From an optimization exercise on the open Yosys and OpenROAD flow, aimed at small area and a short achievable clock period; shortcuts taken in it are not production practice. Only simulation tests tie the RTL to the original design; equivalence was not proved. Power figures rest on the tool's default switching activity, not on a simulated workload.

==> flow/design.v <==
module duart_chan (
    input  wire       clk,
    input  wire       rst,         
    input  wire       rd_mr,       
    input  wire       rd_rhr,      
    input  wire       wr_mr,       
    input  wire       wr_csr,      
    input  wire       wr_cr,       
    input  wire [7:0] wdata,
    input  wire       rx_valid,    
    input  wire [7:0] rx_data,
    output wire [7:0] mr_rdata,    
    output wire [7:0] rhr_rdata,   
    output wire [7:0] status,      
    output wire [1:0] poll,        
    output wire       tx_en_o
);
    localparam CAP = 255;
    reg        rx_en;
    reg        tx_en;
    reg        mr_ptr;
    reg  [7:0] mr0, mr1;
    reg  [7:0] csr;
    reg  [7:0] mem [0:CAP-1];
    reg  [7:0] rd_ptr;
    reg  [7:0] wr_ptr;
    reg  [8:0] count;
    wire empty = (count == 9'd0);
    assign mr_rdata  = mr_ptr ? mr1 : mr0;
    assign rhr_rdata = empty ? 8'h00 : mem[rd_ptr];
    assign status    = {4'b0000, tx_en, tx_en, (count > 9'd2), !empty};
    assign poll      = {!empty, tx_en};
    assign tx_en_o   = tx_en;
    wire [3:0] cmd = wdata[7:4];
    reg rx_en_cmd, tx_en_cmd;
    always @(*) begin
        rx_en_cmd = rx_en;
        if (wdata[0])      rx_en_cmd = 1'b1;
        else if (wdata[1]) rx_en_cmd = 1'b0;
        tx_en_cmd = tx_en;
        if (wdata[2])      tx_en_cmd = 1'b1;
        else if (wdata[3]) tx_en_cmd = 1'b0;
    end
    wire fifo_clear = wr_cr && (cmd == 4'h2);
    wire rx_en_after = fifo_clear ? 1'b0 : (wr_cr ? rx_en_cmd : rx_en);
    wire       do_pop      = rd_rhr && !empty && !fifo_clear;
    wire [8:0] count_after = fifo_clear ? 9'd0 : (count - {8'd0, do_pop});
    wire       do_push     = rx_valid && rx_en_after && (count_after != CAP);
    wire [7:0] rd_ptr_inc = (rd_ptr == CAP-1) ? 8'd0 : rd_ptr + 8'd1;
    wire [7:0] wr_ptr_inc = (wr_ptr == CAP-1) ? 8'd0 : wr_ptr + 8'd1;
    wire [7:0] wr_ptr_base = fifo_clear ? 8'd0 : wr_ptr;
    wire [7:0] wr_ptr_base_inc = fifo_clear ? 8'd1 : wr_ptr_inc;
    always @(posedge clk) begin
        if (do_push)
            mem[wr_ptr_base] <= rx_data;
    end
    always @(posedge clk) begin
        if (rst) begin
            rd_ptr <= 8'd0;
            wr_ptr <= 8'd0;
            count  <= 9'd0;
        end else begin
            if (fifo_clear)
                rd_ptr <= 8'd0;
            else if (do_pop)
                rd_ptr <= rd_ptr_inc;
            wr_ptr <= do_push ? wr_ptr_base_inc : wr_ptr_base;
            count  <= count_after + {8'd0, do_push};
        end
    end
    always @(posedge clk) begin
        if (rst) begin
            rx_en  <= 1'b0;
            tx_en  <= 1'b0;
            mr_ptr <= 1'b0;
            mr0    <= 8'h00;
            mr1    <= 8'h00;
            csr    <= 8'h00;
        end else begin
            rx_en <= rx_en_after;
            if (wr_cr)
                tx_en <= tx_en_cmd;
            if (wr_mr) begin
                if (mr_ptr) mr1 <= wdata;
                else        mr0 <= wdata;
            end
            if (wr_csr)
                csr <= wdata;
            if (wr_cr && cmd == 4'h1)
                mr_ptr <= 1'b0;
            else if (rd_mr || wr_mr)
                mr_ptr <= 1'b1;
        end
    end
endmodule
module duart_timer (
    input  wire        clk,
    input  wire        rst,        
    input  wire [2:0]  mode,       
    input  wire [15:0] ctr,        
    input  wire        start,      
    input  wire        stop,       
    input  wire        eval,       
    output wire        fire        
);
    reg        started;
    reg        ack;
    reg [21:0] interval;
    reg [21:0] rem_cur;
    reg [21:0] rem_next;
    wire at_cur  = (rem_cur == 22'd0);
    wire at_next = (rem_next == 22'd0);
    assign fire = started && (at_next || (at_cur && !ack));
    wire advance = eval && started && at_next;
    wire        mode_ok = (mode == 3'b110) || (mode == 3'b111);
    wire [21:0] new_interval = (mode == 3'b111) ? {1'b0, ctr, 5'b00000}
                                                : {5'b00000, ctr, 1'b0};
    wire        start_ok = mode_ok && (ctr != 16'd0);
    wire [21:0] rem_cur_dec  = at_cur  ? 22'd0 : rem_cur  - 22'd1;
    wire [21:0] rem_next_dec = at_next ? 22'd0 : rem_next - 22'd1;
    always @(posedge clk) begin
        if (rst) begin
            started  <= 1'b0;
            ack      <= 1'b0;
            interval <= 22'd0;
            rem_cur  <= 22'd0;
            rem_next <= 22'd0;
        end else if (start) begin
            if (start_ok) begin
                started  <= 1'b1;
                ack      <= 1'b0;
                interval <= new_interval;
                rem_cur  <= new_interval - 22'd1;
                rem_next <= {new_interval[20:0], 1'b0} - 22'd1;
            end else begin
                started  <= 1'b0;
                rem_cur  <= rem_cur_dec;
                rem_next <= rem_next_dec;
            end
        end else begin
            if (advance) begin
                rem_cur  <= 22'd0;
                rem_next <= interval - 22'd1;
                ack      <= stop;
            end else begin
                rem_cur  <= rem_cur_dec;
                rem_next <= rem_next_dec;
                if (stop)
                    ack <= 1'b1;
            end
        end
    end
endmodule
module irq_ctrl (
    input  wire        clk,
    input  wire        rst,
    input  wire        cfg_valid,
    input  wire [2:0]  cfg_op,      
    input  wire [3:0]  cfg_level,
    input  wire [2:0]  cfg_src,
    output reg         cfg_ok,
    input  wire        duart_irq,   
    input  wire [7:1]  ext_irq,     
    output reg  [2:0]  poll_level,  
    output wire        duart_polled,
    output wire        duart_present,
    input  wire [3:0]  vec_level,
    input  wire [7:0]  duart_vec,
    input  wire [55:0] ext_vec,     
    output reg  [7:0]  vec_out
);
    localparam OP_ADD    = 3'd0;
    localparam OP_REM_L  = 3'd1;
    localparam OP_REM_S  = 3'd2;
    localparam OP_EN_L   = 3'd3;
    localparam OP_EN_S   = 3'd4;
    localparam OP_DIS_L  = 3'd5;
    localparam OP_DIS_S  = 3'd6;
    localparam [2:0] SRC_DUART = 3'd0;
    reg [7:1] present;
    reg [7:1] enabled;
    reg [2:0] src [1:7];
    integer l;
    wire [7:0]  src_irq = {ext_irq, duart_irq};
    wire [63:0] src_vec = {ext_vec, duart_vec};
    reg [7:1] req;
    reg [7:1] bound_duart;
    always @(*) begin
        poll_level = 3'd0;
        for (l = 1; l <= 7; l = l + 1) begin
            bound_duart[l] = present[l] && (src[l] == SRC_DUART);
            req[l] = src_irq[src[l]];
            if (present[l] && enabled[l] && req[l])
                poll_level = l[2:0];
        end
    end
    assign duart_polled  = |(bound_duart & enabled);
    assign duart_present = |bound_duart;
    always @(*) begin
        vec_out = 8'h0F;
        for (l = 1; l <= 7; l = l + 1) begin
            if (vec_level == l[3:0] && present[l] && enabled[l])
                vec_out = src_vec[8*src[l] +: 8];
        end
    end
    reg [3:0] found;       
    reg       by_src;
    always @(*) begin
        by_src = (cfg_op == OP_REM_S) || (cfg_op == OP_EN_S) || (cfg_op == OP_DIS_S);
        found  = 4'd0;
        if (by_src) begin
            for (l = 7; l >= 1; l = l - 1)
                if (present[l] && src[l] == cfg_src)
                    found = l[3:0];
        end else begin
            if (cfg_level >= 4'd1 && cfg_level <= 4'd7 && present[cfg_level[2:0]])
                found = cfg_level;
        end
    end
    always @(*) begin
        if (cfg_op == OP_ADD)
            cfg_ok = (cfg_level >= 4'd1) && (cfg_level <= 4'd7) && !present[cfg_level[2:0]];
        else if (cfg_op == 3'd7)
            cfg_ok = 1'b0;
        else
            cfg_ok = (found != 4'd0);
    end
    always @(posedge clk) begin
        if (rst) begin
            present <= 7'b0001000;    
            enabled <= 7'b0001000;
            for (l = 1; l <= 7; l = l + 1)
                src[l] <= SRC_DUART;
        end else if (cfg_valid && cfg_ok) begin
            case (cfg_op)
                OP_ADD: begin
                    present[cfg_level[2:0]] <= 1'b1;
                    enabled[cfg_level[2:0]] <= 1'b1;
                    src[cfg_level[2:0]]     <= cfg_src;
                end
                OP_REM_L, OP_REM_S:
                    present[found[2:0]] <= 1'b0;
                OP_EN_L, OP_EN_S:
                    enabled[found[2:0]] <= 1'b1;
                OP_DIS_L, OP_DIS_S:
                    enabled[found[2:0]] <= 1'b0;
                default: ;
            endcase
        end
    end
endmodule
module mremu_duart_ic (
    input  wire        clk,
    input  wire        rst,
    input  wire        op_valid,
    input  wire [3:0]  op_code,
    input  wire [3:0]  op_addr,
    input  wire [7:0]  op_data,
    input  wire [2:0]  op_src,
    output reg         rd_valid,
    output reg  [7:0]  rd_data,
    output reg  [2:0]  ipl,
    input  wire        rx_a_valid,
    input  wire [7:0]  rx_a_data,
    input  wire        rx_b_valid,
    input  wire [7:0]  rx_b_data,
    input  wire        ip_we,
    input  wire [7:0]  ip_data,
    input  wire [7:1]  ext_irq,
    input  wire [55:0] ext_vec,
    output reg         tx_valid,
    output reg         tx_chan,
    output reg  [7:0]  tx_data,
    output wire [7:0]  op_pins
);
    localparam OP_READ   = 4'd0;
    localparam OP_WRITE  = 4'd1;
    localparam OP_POLL   = 4'd2;
    localparam OP_VECTOR = 4'd3;
    localparam OP_RESET  = 4'd11;
    wire is_read   = op_valid && (op_code == OP_READ);
    wire is_write  = op_valid && (op_code == OP_WRITE);
    wire is_poll   = op_valid && (op_code == OP_POLL);
    wire is_vector = op_valid && (op_code == OP_VECTOR);
    wire is_cfg    = op_valid && (op_code >= 4'd4) && (op_code <= 4'd10);
    wire is_icrst  = op_valid && (op_code == OP_RESET);
    reg        standby;
    reg  [7:0] ivr;
    reg  [7:0] imr;
    reg  [7:0] acr;
    reg [15:0] ctr;
    reg  [7:0] opr;
    reg  [5:0] ip_value;
    reg  [5:0] ip_changes;
    assign op_pins = ~opr;
    wire duart_present;
    wire duart_rst = rst || (is_icrst && duart_present);
    wire rd = is_read  && !standby;
    wire wr = is_write && !standby;
    wire [3:0] ra = op_addr;
    wire wake = is_write && standby && (ra == 4'h2 || ra == 4'hA) && (op_data[7:4] == 4'hD);
    wire [7:0] mr_a, rhr_a, sr_a, mr_b, rhr_b, sr_b;
    wire [1:0] poll_a, poll_b;
    wire       tx_en_a, tx_en_b;
    duart_chan u_chan_a (
        .clk(clk), .rst(duart_rst),
        .rd_mr(rd && ra == 4'h0), .rd_rhr(rd && ra == 4'h3),
        .wr_mr(wr && ra == 4'h0), .wr_csr(wr && ra == 4'h1), .wr_cr(wr && ra == 4'h2),
        .wdata(op_data),
        .rx_valid(rx_a_valid), .rx_data(rx_a_data),
        .mr_rdata(mr_a), .rhr_rdata(rhr_a), .status(sr_a), .poll(poll_a), .tx_en_o(tx_en_a)
    );
    duart_chan u_chan_b (
        .clk(clk), .rst(duart_rst),
        .rd_mr(rd && ra == 4'h8), .rd_rhr(rd && ra == 4'hB),
        .wr_mr(wr && ra == 4'h8), .wr_csr(wr && ra == 4'h9), .wr_cr(wr && ra == 4'hA),
        .wdata(op_data),
        .rx_valid(rx_b_valid), .rx_data(rx_b_data),
        .mr_rdata(mr_b), .rhr_rdata(rhr_b), .status(sr_b), .poll(poll_b), .tx_en_o(tx_en_b)
    );
    wire duart_polled;
    wire timer_fire;
    wire isr_read  = rd && (ra == 4'h2 || ra == 4'h5);
    wire timer_eval = isr_read || (is_poll && duart_polled && !standby);
    duart_timer u_timer (
        .clk(clk), .rst(duart_rst),
        .mode(acr[6:4]), .ctr(ctr),
        .start(rd && ra == 4'hE), .stop(rd && ra == 4'hF),
        .eval(timer_eval),
        .fire(timer_fire)
    );
    wire [7:0] isr = {|(ip_changes[3:0] & acr[3:0]), 1'b0, poll_b, timer_fire, 1'b0, poll_a};
    wire       duart_irq = !standby && ((isr & imr) != 8'h00);
    wire [2:0] poll_level;
    wire [7:0] vec_out;
    wire       cfg_ok;
    irq_ctrl u_ic (
        .clk(clk), .rst(rst),
        .cfg_valid(is_cfg), .cfg_op(op_code[2:0] - 3'd4), .cfg_level(op_addr), .cfg_src(op_src),
        .cfg_ok(cfg_ok),
        .duart_irq(duart_irq), .ext_irq(ext_irq),
        .poll_level(poll_level), .duart_polled(duart_polled), .duart_present(duart_present),
        .vec_level(op_addr), .duart_vec(ivr), .ext_vec(ext_vec),
        .vec_out(vec_out)
    );
    reg [7:0] bus_rdata;
    always @(*) begin
        case (ra)
            4'h0: bus_rdata = mr_a;
            4'h1: bus_rdata = sr_a;
            4'h2: bus_rdata = isr & imr;
            4'h3: bus_rdata = rhr_a;
            4'h4: bus_rdata = {ip_changes[3:0], ip_value[3:0]};
            4'h5: bus_rdata = isr;
            4'h6: bus_rdata = ctr[15:8];
            4'h7: bus_rdata = ctr[7:0];
            4'h8: bus_rdata = mr_b;
            4'h9: bus_rdata = sr_b;
            4'hB: bus_rdata = rhr_b;
            4'hC: bus_rdata = ivr;
            4'hD: bus_rdata = {2'b00, ip_value};
            default: bus_rdata = 8'h00;
        endcase
        if (standby)
            bus_rdata = 8'h00;
    end
    reg [7:0] result;
    always @(*) begin
        result = 8'h00;
        if (is_read)   result = bus_rdata;
        if (is_poll)   result = {5'b00000, poll_level};
        if (is_vector) result = vec_out;
        if (is_cfg)    result = {7'b0000000, cfg_ok};
    end
    wire cr_write = wr && (ra == 4'h2 || ra == 4'hA);
    always @(posedge clk) begin
        if (rst) begin
            standby <= 1'b0;
            ip_value <= 6'd0;
        end else begin
            if (wake)
                standby <= 1'b0;
            else if (cr_write && op_data[7:4] == 4'hC)
                standby <= 1'b1;
            if (ip_we)
                ip_value <= ip_data[5:0];
        end
    end
    always @(posedge clk) begin
        if (duart_rst) begin
            ivr <= 8'h0F;
            imr <= 8'h00;
            acr <= 8'h00;
            ctr <= 16'h0000;
            opr <= 8'h00;
        end else if (wr) begin
            case (ra)
                4'h4: acr <= op_data;
                4'h5: imr <= op_data;
                4'h6: ctr[15:8] <= op_data;
                4'h7: ctr[7:0] <= op_data;
                4'hC: ivr <= op_data;
                4'hE: opr <= opr | op_data;
                4'hF: opr <= opr & ~op_data;
                default: ;
            endcase
        end
    end
    always @(posedge clk) begin
        if (rst)
            ip_changes <= 6'd0;
        else if (ip_we)
            ip_changes <= ip_value ^ ip_data[5:0];
        else if (duart_rst || (rd && ra == 4'h4))
            ip_changes <= 6'd0;
    end
    always @(posedge clk) begin
        if (rst) begin
            rd_valid <= 1'b0;
            rd_data  <= 8'h00;
            ipl      <= 3'd0;
            tx_valid <= 1'b0;
            tx_chan  <= 1'b0;
            tx_data  <= 8'h00;
        end else begin
            rd_valid <= op_valid;
            rd_data  <= result;
            if (is_poll)
                ipl <= poll_level;
            tx_valid <= 1'b0;
            if (wr && ra == 4'h3 && tx_en_a) begin
                tx_valid <= 1'b1;
                tx_chan  <= 1'b0;
                tx_data  <= op_data;
            end
            if (wr && ra == 4'hB && tx_en_b) begin
                tx_valid <= 1'b1;
                tx_chan  <= 1'b1;
                tx_data  <= op_data;
            end
        end
    end
endmodule
==> flow/run.sh <==
#!/bin/bash
# synth_recipe.tcl (not shown) runs the flow's synth.tcl, then flattens the netlist and writes it again
# the make line also repeats each setting of config.mk as NAME=value (left out here)
make -C /OpenROAD-flow-scripts/flow DESIGN_CONFIG=/design/flow/config.mk WORK_HOME=/design/flow/orfs CLKGATE_MAP_FILE= SYNTH_SCRIPT=/design/flow/synth_recipe.tcl finish
==> flow/config.mk <==
export PLATFORM = sky130hd
export DESIGN_NAME = mremu_duart_ic
export DESIGN_NICKNAME = mremu_duart_ic
export VERILOG_FILES = /design/flow/design.v
export SDC_FILE = /design/flow/constraint.sdc
export NUM_CORES = 4
export LEC_CHECK = 0
export CAP_MARGIN = 20
export CORE_MARGIN = 2
export CORE_UTILIZATION = 45
export SLEW_MARGIN = 20
export SYNTH_MEMORY_MAX_BITS = 8192
==> flow/constraint.sdc <==
create_clock -name core_clock -period 10.0 [get_ports {clk}]
set_input_delay 2.0000 -clock core_clock [delete_from_list [all_inputs] [get_ports {clk}]]
set_output_delay 2.0000 -clock core_clock [all_outputs]
set_load 0.01 [all_outputs]
==> summary.txt, run 1 <==
Outcome
  • Status: finished clean

Drt
  • WL/cell: 31.0 µm
  • Routed vias: 91900
  • Residual DRC: 0
  • Vias per std cell: 6.13
  • DR pass1 iterations: 8
  • Antenna Nets Post-Route: 0
  • Final wirelength: 465 mm
  • Iter 0 DRT Violations: 10800

Die
  • Initial core utilization: 45.2%
  • Chip width: 632 µm
  • Top Ports: 142
  • Full die area: 400000 µm²
  • Core region area: 393000 µm²
  • Die H: 632 µm
  • Floorplan row count: 230

Global routing
  • First-pass GRT wire length: 671 mm
  • Vias in the first global route: 91800
  • Largest net degree at the start of global routing: 147
  • GRT Total Usage: 23.1%
  • Total grt overflow: 0
  • Initial antenna violation count: 22

Setup path
  • R2r startpoint: u_chan_a.count[4]
  • Setup crit start kind: input pin
  • Setup slack, reg-to-reg: 3.62 ns
  • CP peak stage delay: 0.67 ns
  • Worst path slowest cell: nor2_1
  • Max Fanout on Critical Path: 21
  • Data required, critical path: 10.60 ns
  • Critical-path cell list: clkdlybuf4s50_1, buf_4, ha_1, nand3_1, nor2_1, buf_4, ha_1, ha_1, nor3b_1, nor2b_1, a32oi_1, nor3_1, nand4_1, nand4_2, nor3b_1, nand2_1, buf_12, nor2_1
  • Crit. End Element: flop
  • Critical Path Most Common Cell: ha_1
  • Crit path DAT: 8.23 ns
  • Crit path kind: in -> reg
  • R2R cell count: 16
  • Capture point of the worst reg-to-reg path: u_chan_a.mem[210][3]

Synthesis
  • Synth Warn #: 4
  • Ranking of synthesized cells by area: edfxtp_1 (69%), mux4_2 (17%), dfxtp_1 (3.0%)
  • Adder-cell share of the synthesized area: 0.261%
  • Synth top area share: 69.3%
  • Mux cell area share after synthesis: 18.1%
  • Seq cells post-synth: 4363
  • Compound-Gate Fraction of Synth Area: 2.73%
  • Top FF cell, synth: edfxtp_1
  • Post-synthesis simple-gate area fraction: 4.37%
  • Synth area leader: edfxtp_1
  • Area share of xor/xnor cells in the synthesized design: 0.633%
  • Largest family of logic cells by synthesized area: multiplexers
  • Unique masters post-synth: 99
  • Async set-or-reset flop fraction in the synthesized netlist: 0%
  • Synth Cell Area: 178000 µm²
  • Post-synth EDFFs: 4101
  • Sequential-to-total area share from yosys stat: 72.3%
  • Net Count, Synth: 9314
  • Avg Cell Area, Syn: 19.4 µm²
  • Post-synthesis cell count: 9165

STA
  • Fin. max-slew vios: 0
  • Actual slew at the worst max-slew pin: 1.12 ns
  • Fmax: 131 MHz
  • Final Hold Fails: 0
  • Final Critical Period: 7.63 ns
  • Final period util: 76.3%
  • RSZ-0062 raised after global routing: no
  • Headroom to the max-slew limit: 25.0%
  • Final setup margin: 2.37 ns
  • Setup violators final: 0
  • Final setup TNS: 0 ns
  • Setup Skew: 0.0938 ns

Power
  • VDD IR-drop max: 0.153 mV
  • Power density over cell area: 189 nW/µm²
  • Pwr Total: 0.0377 W
  • Leak Pwr: 59.9 nW

Finish
  • Share of layout cells above drive strength 1: 23.6%
  • Area Growth Syn to Fin: 12.3%
  • Nets: 9546
  • Finished Layout Cells: 15000
  • Fin util: 50.8%
  • Commonest non-fill, non-tap cells in the layout: edfxtp_1 (4101), mux4_2 (1311), nor2_1 (805)
  • Most common cell after layout, fill and taps aside: edfxtp_1

Clock network
  • Hold-fix buffers, CTS: 0
  • CTS clk-pin slew, worst paths: 0.06 ns
  • CTS buffer count: 439
  • Skew-Pair Late Insertion Delay: 1.02 ns
  • H-tree levels: 5
  • Setup bufs post-CTS: 0
  • Bufs on Longest Clock Path: 4
  • # clock sinks: 4363
  • Resized Gates After CTS: 0
  • TritonCTS clock tree: yes
  • Root Driver: clkbuf_16

Placed design
  • Placed Instances: 14200
  • IO buf count: 139
  • Post-Place Setup Slack: 1.49 ns
  • Detail Placement HPWL: 288 mm
  • Gpl congestion: 0.891

Run
  • Max_cap viols: 0

Min path
  • Hold Startpoint: u_chan_a.rx_en
  • Worst hold path type: reg -> reg
  • Hold Crit Depth: 2
  • WHS Endpoint: u_chan_a.rx_en
## area by class of cell
type / instances / area [µm²]
Antenna cell: 11 / 27.5
Clock buffer: 545 / 11500
Tap cell: 5220 / 6530
Inverter: 60 / 230
Timing Repair Buffer: 366 / 3380
Clock inverter: 260 / 2800
Sequential cell: 4363 / 128000
Fill cell: 31200 / 193000
Multi-Input combinational cell: 4167 / 46500
## critical path: cells and delay by family
kind	cells	cell delay, ns
compound gates	1	0.28
simple gates	10	3.52
fa+ha+maj	3	0.99
buf+inv	4	1.39
## flip-flops by register name (all words and copies together), names as in the netlist, 9 cells and up, named ones only
signal and count:
u_timer.rem_next 22, u_chan_a.mem 2040, ctr 16, u_timer.interval 20
u_chan_b.mem 2040, u_timer.rem_cur 22, u_chan_b.count 9, u_chan_a.count 9
u_ic.src 21
## stage by stage
| step | hold slack, ns | cell area [µm²] |
|---|---|---|
| after global placement | 0.447 | 185000 |
| after global routing | 0.489 | 199000 |
| after detailed placement | 0.459 | 185000 |
| after CTS | 0.467 | 199000 |
| final | 0.464 | 199000 |
| after floorplan | 0.437 | 178000 |
## worst max path at each step
stage | slack, ns | to | cells past startpoint | startpoint
floorplan | 3.80 | flop | 22 | op_addr[0]
global placement | 1.51 | u_chan_a.mem[59][3] | 18 | op_addr[0]
detailed placement | 1.49 | u_chan_b.mem[67][4] | 18 | op_addr[0]
CTS | 2.55 | u_chan_b.mem[67][0] | 18 | op_addr[0]
global route | 2.11 | u_chan_b.mem[67][1] | 18 | op_addr[0]
finish | 2.37 | u_chan_b.mem[99][2] | 18 | op_addr[0]
## where the power goes
part           switching [W]  internal [W]
clock network        0.00696       0.00943
logic               0.000821      0.000408
registers          0.0000720        0.0200
## Yosys cell counts (17+ instances only)
| library cell | n |
|---|---|
| buf_1 | 51 |
| mux2i_1 | 226 |
| nand2b_1 | 34 |
| ha_1 | 37 |
| or4_1 | 20 |
| nor4_1 | 32 |
| inv_1 | 52 |
| nand4_1 | 47 |
| nor2b_1 | 56 |
| o21ai_0 | 132 |
| xnor2_1 | 57 |
| dfxtp_1 | 262 |
| nand3_1 | 117 |
| a211oi_1 | 60 |
| a22oi_1 | 68 |
| a31oi_1 | 36 |
| buf_4 | 62 |
| a21oi_1 | 188 |
| or3_1 | 29 |
| nand2_1 | 335 |
| nor3_1 | 83 |
| a221oi_1 | 23 |
| or2_2 | 17 |
| xor2_1 | 67 |
| and3_1 | 28 |
| buf_2 | 160 |
| clkbuf_1 | 293 |
| a22o_1 | 20 |
| mux2_2 | 30 |
| mux4_2 | 1311 |
| and2_1 | 41 |
| o211ai_1 | 23 |
| o22ai_1 | 45 |
| edfxtp_1 | 4101 |
| nor2_1 | 810 |
## kinds of logic (layout without fill, tap and decap cells)
kind of cell / Yosys count / after routing
AOI/OAI and AO/OA: 731 / 731
xor gates and xnor gates: 126 / 126
adders and majority gates: 37 / 37
buffers and inverters: 635 / 1231
DFF: 4363 / 4363
muxes: 1567 / 1567
other: 0 / 11
and+or+nand+nor: 1706 / 1706
## per-layer routing
metal	part of all wire (%)	routed length, µm	vias to the layer above	GRT usage, %
li1	-	-	38200	-
met1	41	191000	49000	32.7
met2	48	223000	4024	36.7
met3	7.6	35300	727	3.78
met4	3.5	16100	10	7.47
met5	0.015	71	-	0
==> run 2: changes to the inputs <==
--- a/flow/design.v
+++ b/flow/design.v
@@ -22,12 +22,16 @@
     reg  [7:0] mr0, mr1;
     reg  [7:0] csr;
-    reg  [7:0] mem [0:CAP-1];
     reg  [7:0] rd_ptr;
     reg  [7:0] wr_ptr;
-    reg  [8:0] count;
-    wire empty = (count == 9'd0);
+    reg  [7:0] count;
+    reg  [2:0] phase;
+    reg  [7:0] head [0:7];
+    reg  [7:0] hv;                
+    reg  [7:0] stg  [0:7];
+    reg  [7:0] sv;                
+    wire empty = (count == 8'd0);
     assign mr_rdata  = mr_ptr ? mr1 : mr0;
-    assign rhr_rdata = empty ? 8'h00 : mem[rd_ptr];
-    assign status    = {4'b0000, tx_en, tx_en, (count > 9'd2), !empty};
+    assign rhr_rdata = empty ? 8'h00 : head[rd_ptr[2:0]];
+    assign status    = {4'b0000, tx_en, tx_en, (count > 8'd2), !empty};
     assign poll      = {!empty, tx_en};
     assign tx_en_o   = tx_en;
@@ -45,26 +49,72 @@
     wire rx_en_after = fifo_clear ? 1'b0 : (wr_cr ? rx_en_cmd : rx_en);
     wire       do_pop      = rd_rhr && !empty && !fifo_clear;
-    wire [8:0] count_after = fifo_clear ? 9'd0 : (count - {8'd0, do_pop});
+    wire [7:0] count_after = fifo_clear ? 8'd0 : (count - {7'd0, do_pop});
     wire       do_push     = rx_valid && rx_en_after && (count_after != CAP);
-    wire [7:0] rd_ptr_inc = (rd_ptr == CAP-1) ? 8'd0 : rd_ptr + 8'd1;
-    wire [7:0] wr_ptr_inc = (wr_ptr == CAP-1) ? 8'd0 : wr_ptr + 8'd1;
-    wire [7:0] wr_ptr_base = fifo_clear ? 8'd0 : wr_ptr;
-    wire [7:0] wr_ptr_base_inc = fifo_clear ? 8'd1 : wr_ptr_inc;
-    always @(posedge clk) begin
-        if (do_push)
-            mem[wr_ptr_base] <= rx_data;
-    end
+    wire [7:0] wr_base     = fifo_clear ? 8'd0 : wr_ptr;
+    wire       push_head   = do_push && (count_after < 8'd8);
+    wire       push_stg    = do_push && !(count_after < 8'd8);
+    wire [2:0] r         = phase;
+    wire       flush     = sv[r];
+    wire [4:0] flush_row = (r < wr_ptr[2:0]) ? wr_ptr[7:3] : wr_ptr[7:3] - 5'd1;
+    wire [7:0] stg_out   = stg[r];
+    wire [2:0] rl       = rd_ptr[2:0];
+    wire [4:0] ref_row  = (r > rl) ? rd_ptr[7:3] : rd_ptr[7:3] + 5'd1;
+    wire [2:0] ref_off  = r - rl;
+    wire       ref_en   = !fifo_clear &&
+                          ((r == rl) ? (do_pop && count > 8'd8)
+                                     : (!hv[r] && {5'd0, ref_off} < count));
+    wire [7:0] ins_out [0:31];
+    genvar a;
+    generate
+        for (a = 0; a < 32; a = a + 1) begin : g_lane
+            reg [63:0] sh;
+            assign ins_out[a] = (flush && flush_row == a) ? stg_out : sh[7:0];
+            always @(posedge clk)
+                sh <= {ins_out[a], sh[63:8]};
+        end
+    endgenerate
+    wire [7:0] ref_data = ins_out[ref_row];
+    integer i;
     always @(posedge clk) begin
         if (rst) begin
             rd_ptr <= 8'd0;
             wr_ptr <= 8'd0;
-            count  <= 9'd0;
+            count  <= 8'd0;
+            phase  <= 3'd0;
+            hv     <= 8'd0;
+            sv     <= 8'd0;
         end else begin
+            phase <= phase + 3'd1;
             if (fifo_clear)
                 rd_ptr <= 8'd0;
             else if (do_pop)
-                rd_ptr <= rd_ptr_inc;
-            wr_ptr <= do_push ? wr_ptr_base_inc : wr_ptr_base;
-            count  <= count_after + {8'd0, do_push};
+                rd_ptr <= rd_ptr + 8'd1;
+            wr_ptr <= wr_base + {7'd0, do_push};
+            count  <= count_after + {7'd0, do_push};
+            if (fifo_clear) begin
+                hv <= 8'd0;
+                sv <= 8'd0;
+            end else begin
+                if (do_pop)
+                    hv[rl] <= 1'b0;
+                if (ref_en)
+                    hv[r] <= 1'b1;
+                if (flush)
+                    sv[r] <= 1'b0;
+            end
+            if (push_head)
+                hv[wr_base[2:0]] <= 1'b1;
+            if (push_stg)
+                sv[wr_base[2:0]] <= 1'b1;
+        end
+    end
+    always @(posedge clk) begin
+        for (i = 0; i < 8; i = i + 1) begin
+            if (push_head && wr_base[2:0] == i)
+                head[i] <= rx_data;
+            else if (ref_en && r == i)
+                head[i] <= ref_data;
+            if (push_stg && wr_base[2:0] == i)
+                stg[i] <= rx_data;
         end
     end
==> summary.txt, run 2 <==
Global routing
  • Initial antenna violation count: 14 (-36%)
  • First-pass GRT wire length: 468 mm (-30%)
  • Largest net degree at the start of global routing: 99 (-33%)
  • Total grt overflow: 0 (unchanged)
  • GR Layer Usage met3: 3.95% (+0.17 points)
  • Vias in the first global route: 71100 (-23%)
  • Grt peak-use layer: met2
  • Met2 Track Usage GR: 33.5% (-3.3 points)
  • GRT Total Usage: 21.7% (-1.3 points)
  • M1 GR Usage: 30.5% (-2.1 points)

Setup path
  • Worst path slowest cell: or4_1
  • Setup crit start kind: input pin
  • Max Fanout on Critical Path: 14 (-33%)
  • Top delay family on crit path: simple AND/OR/NAND/NOR gates
  • Critical-path cell list: clkdlybuf4s50_1, buf_4, inv_1, ha_1, xnor2_2, mux2_2, a221oi_1, nor4_2, a21boi_0, or2_2, ha_1, inv_1, xnor2_1, nand3_1, inv_1, ha_1, nand4b_1, nor3_1, a31oi_1, nor4_1, nand2_1, or4_1, a31oi_1, a211oi_1
  • Data required, critical path: 10.78 ns (+0.18 ns)
  • Crit path DAT: 8.11 ns (-0.12 ns)
  • Setup slack, reg-to-reg: 3.27 ns (-0.35 ns)
  • CP peak stage delay: 0.57 ns (-0.10 ns)
  • WP buf/inv: 5 (+1)
  • Crit. End Element: flop
  • Crit path kind: in -> reg

Drt
  • Residual DRC: 0 (unchanged)
  • Final wirelength: 320 mm (-31%)
  • DR pass1 iterations: 8 (unchanged)
  • WL/cell: 23.1 µm (-25%)
  • Iter 0 DRT Violations: 6935 (-36%)
  • Routed vias: 72400 (-21%)
  • Vias per std cell: 5.23 (-15%)
  • Antenna Nets Post-Route: 0 (unchanged)

Synthesis
  • Synth Cell Area: 128000 µm² (-28%)
  • Top FF cell, synth: dfxtp_1
  • Post-synth top cells: dfxtp_1 (4378), nand2_1 (696), nor2_1 (404)
  • Top-count cell post-synth: dfxtp_1
  • Avg Cell Area, Syn: 13.5 µm² (-30%)
  • Post-synthesis cell count: 9438 (+3.0%)
  • Synth top area share: 68.6% (-0.70 points)
  • Synth Warn #: 6 (+2)
  • Seq cells post-synth: 4655 (+6.7%)
  • Net Count, Synth: 9649 (+3.6%)
  • Sequential-to-total area share from yosys stat: 75.2% (+2.9 points)
  • Async set-or-reset flop fraction in the synthesized netlist: 0% (unchanged)
  • Unique masters post-synth: 113 (+14%)
  • Ranking of synthesized cells by area: dfxtp_1 (69%), edfxtp_1 (6.5%), mux2_2 (2.8%)
  • Synth area leader: dfxtp_1
  • Post-synth EDFFs: 277 (-93%)

Placed design
  • Detail Placement HPWL: 206 mm (-28%)
  • IO buf count: 139 (unchanged)
  • Gpl congestion: 0.914 (+2.6%)
  • Area after DPL: 134000 µm² (-28%)

Clock network
  • H-tree levels: 5 (unchanged)
  • # clock sinks: 4655 (+6.7%)
  • Root Driver: clkbuf_16
  • Hold-fix buffers, CTS: 0 (unchanged)
  • CTS buffer count: 422 (-3.9%)
  • TritonCTS clock tree: yes
  • CTS clk-pin slew, worst paths: 0.07 ns (about the same)
  • Skew-Pair Late Insertion Delay: 0.99 ns (-0.03 ns)
  • Bufs on Longest Clock Path: 4 (unchanged)
  • Setup bufs post-CTS: 0 (unchanged)
  • Resized Gates After CTS: 0 (unchanged)

STA
  • Actual slew at the worst max-slew pin: 1.19 ns (+0.0768 ns)
  • Final Hold Fails: 0 (unchanged)
  • RSZ-0062 raised after global routing: no
  • Final period util: 73.3% (-3.0 points)
  • Headroom to the max-slew limit: 19.9% (-5.2 points)
  • Final setup TNS: 0 ns (unchanged)
  • Fmax: 136 MHz (+4.0%)
  • Final Critical Period: 7.33 ns (-0.297 ns)
  • Fin. max-slew vios: 0 (unchanged)
  • Setup Skew: 0.112 ns (+0.0178 ns)
  • Setup violators final: 0 (unchanged)

Die
  • Top Ports: 142 (unchanged)
  • Die H: 537 µm (-15%)
  • Initial core utilization: 45.2% (about the same)
  • Chip width: 537 µm (-15%)
  • Floorplan row count: 195 (-15%)
  • Full die area: 288000 µm² (-28%)
  • Core region area: 282000 µm² (-28%)

Finish
  • Design area: 148000 µm² (-26%)
  • Top Registers: u_chan_a.g_lane.sh x2048, u_chan_b.g_lane.sh x2048
  • Share of layout cells above drive strength 1: 14.3% (-9.4 points)
  • Area Growth Syn to Fin: 16.1%
  • Most common cell after layout, fill and taps aside: dfxtp_1
  • Nets: 9942 (+4.1%)
  • Commonest non-fill, non-tap cells in the layout: dfxtp_1 (4378), nand2_1 (696), clkbuf_16 (429)

Outcome
  • Status: finished clean

Min path
  • Worst hold path type: reg -> reg

Run
  • Max_cap viols: 0 (unchanged)

Power
  • Leak Pwr: 57.4 nW (-4.1%)
  • Power density over cell area: 252 nW/µm² (+33%)
  • VDD IR-drop max: 0.187 mV (+23%)
run 2: cell types whose count changed after synthesis, moves of 137 or more:
| cell | delta |
|---|---|
| a21oi_1 | +137 |
| dfxtp_1 | +4116 |
| edfxtp_1 | -3824 |
| mux2_2 | +287 |
| mux4_2 | -1182 |
| nand2_1 | +361 |
| nand3_1 | +149 |
| nor2_1 | -406 |
| o21ai_0 | +260 |
run 2: worst register-to-register path: stages, from the launching register on:
cell and delay (ns):
dfxtp_1 0.67, buf_4 0.37, clkinv_1 0.45, ha_1 0.60, nor3_1 0.25, nand2_1 0.47, o21a_2 0.69, nand3_1 0.23
a21oi_1 0.08, a2111oi_0 0.95, nand4_1 0.54, nor4b_4 0.96, o21ai_1 0.17
run 2: layout make-up:
type / instances / area (µm²)
inverter: 118 / 443
antenna: 5 / 12.5
tap: 3743 / 4680
multi-input combinational: 4237 / 29900
fill: 23300 / 134000
timing repair buffer: 297 / 2570
clock inverter: 194 / 2530
sequential: 4655 / 96000
clock buffer: 590 / 12200
run 2: worst paths after layout:
path,from,to,depth (start not counted)
hold / removal,u_chan_a.g_lane[16].sh[46],u_chan_a.g_lane[16].sh[38],0
setup reg to reg,u_chan_a.phase[2],u_chan_a.head[4][6],12
hold reg to reg,u_chan_a.g_lane[16].sh[46],u_chan_a.g_lane[16].sh[38],0
setup / recovery,op_addr[0],flop,24
run 2: power by group:
part / internal, W / switching (W) / total [W]
sequential: 0.0189 / 0.000105 / 0.0190
clock: 0.00967 / 0.00694 / 0.0166
combinational: 0.000609 / 0.00125 / 0.00186
total: 0.0291 / 0.00830 / 0.0374
run 2: kinds of logic after synthesis:
kind of cell    after synthesis  synth area share (%)
xor+xnor                    149                  1.04
flops                      4655                  75.2
simple gates               1901                  7.11
mux                         595                  6.25
buf+inv                     546                  1.67
compound gates             1493                  7.80
fa+ha+maj                    99                 0.982
run 2: per-stage QoR:
| stage | instances | setup slack (ns) | total power [W] | utilization [%] | hold slack [ns] |
|---|---|---|---|---|---|
| floorplan | 9438 | 2.93 | 0.0205 | - | 0.310 |
| global placement | 13100 | 1.67 | 0.0212 | 47.3 | 0.309 |
| detailed placement | 13100 | 1.83 | 0.0212 | 47.3 | 0.312 |
| CTS | 13800 | 2.81 | 0.0377 | 52.5 | 0.198 |
| global route | 13800 | 2.20 | 0.0386 | 52.5 | 0.204 |
| finish | 13800 | 2.67 | 0.0374 | 52.5 | 0.213 |
run 2: metal layers:
layer | share of wire, % | wire, µm
met4 | 3.7 | 11700
met3 | 7.1 | 22800
met5 | 0.0034 | 11
met2 | 44 | 141000
met1 | 45 | 145000

==> re-timing with driven ports <==
In the flow no input, the clock included, has a driving cell. The finished layouts below were timed again as built, in two steps. Step 1 sets driving cells, clkbuf_16 on the clock port and buf_2 on the other inputs (assumed; they add their load-dependent delay and slew). Step 2 moves the port delays by t, midway between the first and last clock arrival at a register: inputs arrive t later, outputs are due t later. That takes back most of the time a late clock gives input paths. Three values: ideal, step 1, step 2; two values: the first two.
| run | t (ns) | slack for setup (ns) | hold WS [ns] | clock arrival spread, ns |
|---|---|---|---|---|
| run 1 | 1.083 | 2.373 / 2.453 / 1.370 | 0.464 / 0.464 / 0.464 | 0.097 / 0.097 |
| run 2 | 1.018 | 2.670 / 2.677 / 1.658 | 0.213 / 0.213 / 0.213 | 0.115 / 0.115 |
After both steps setup and hold are still met in every run listed. For run 2, which loses most, drivers alone change the setup slack by +0.007 ns; drivers and shift together by -1.012 ns.
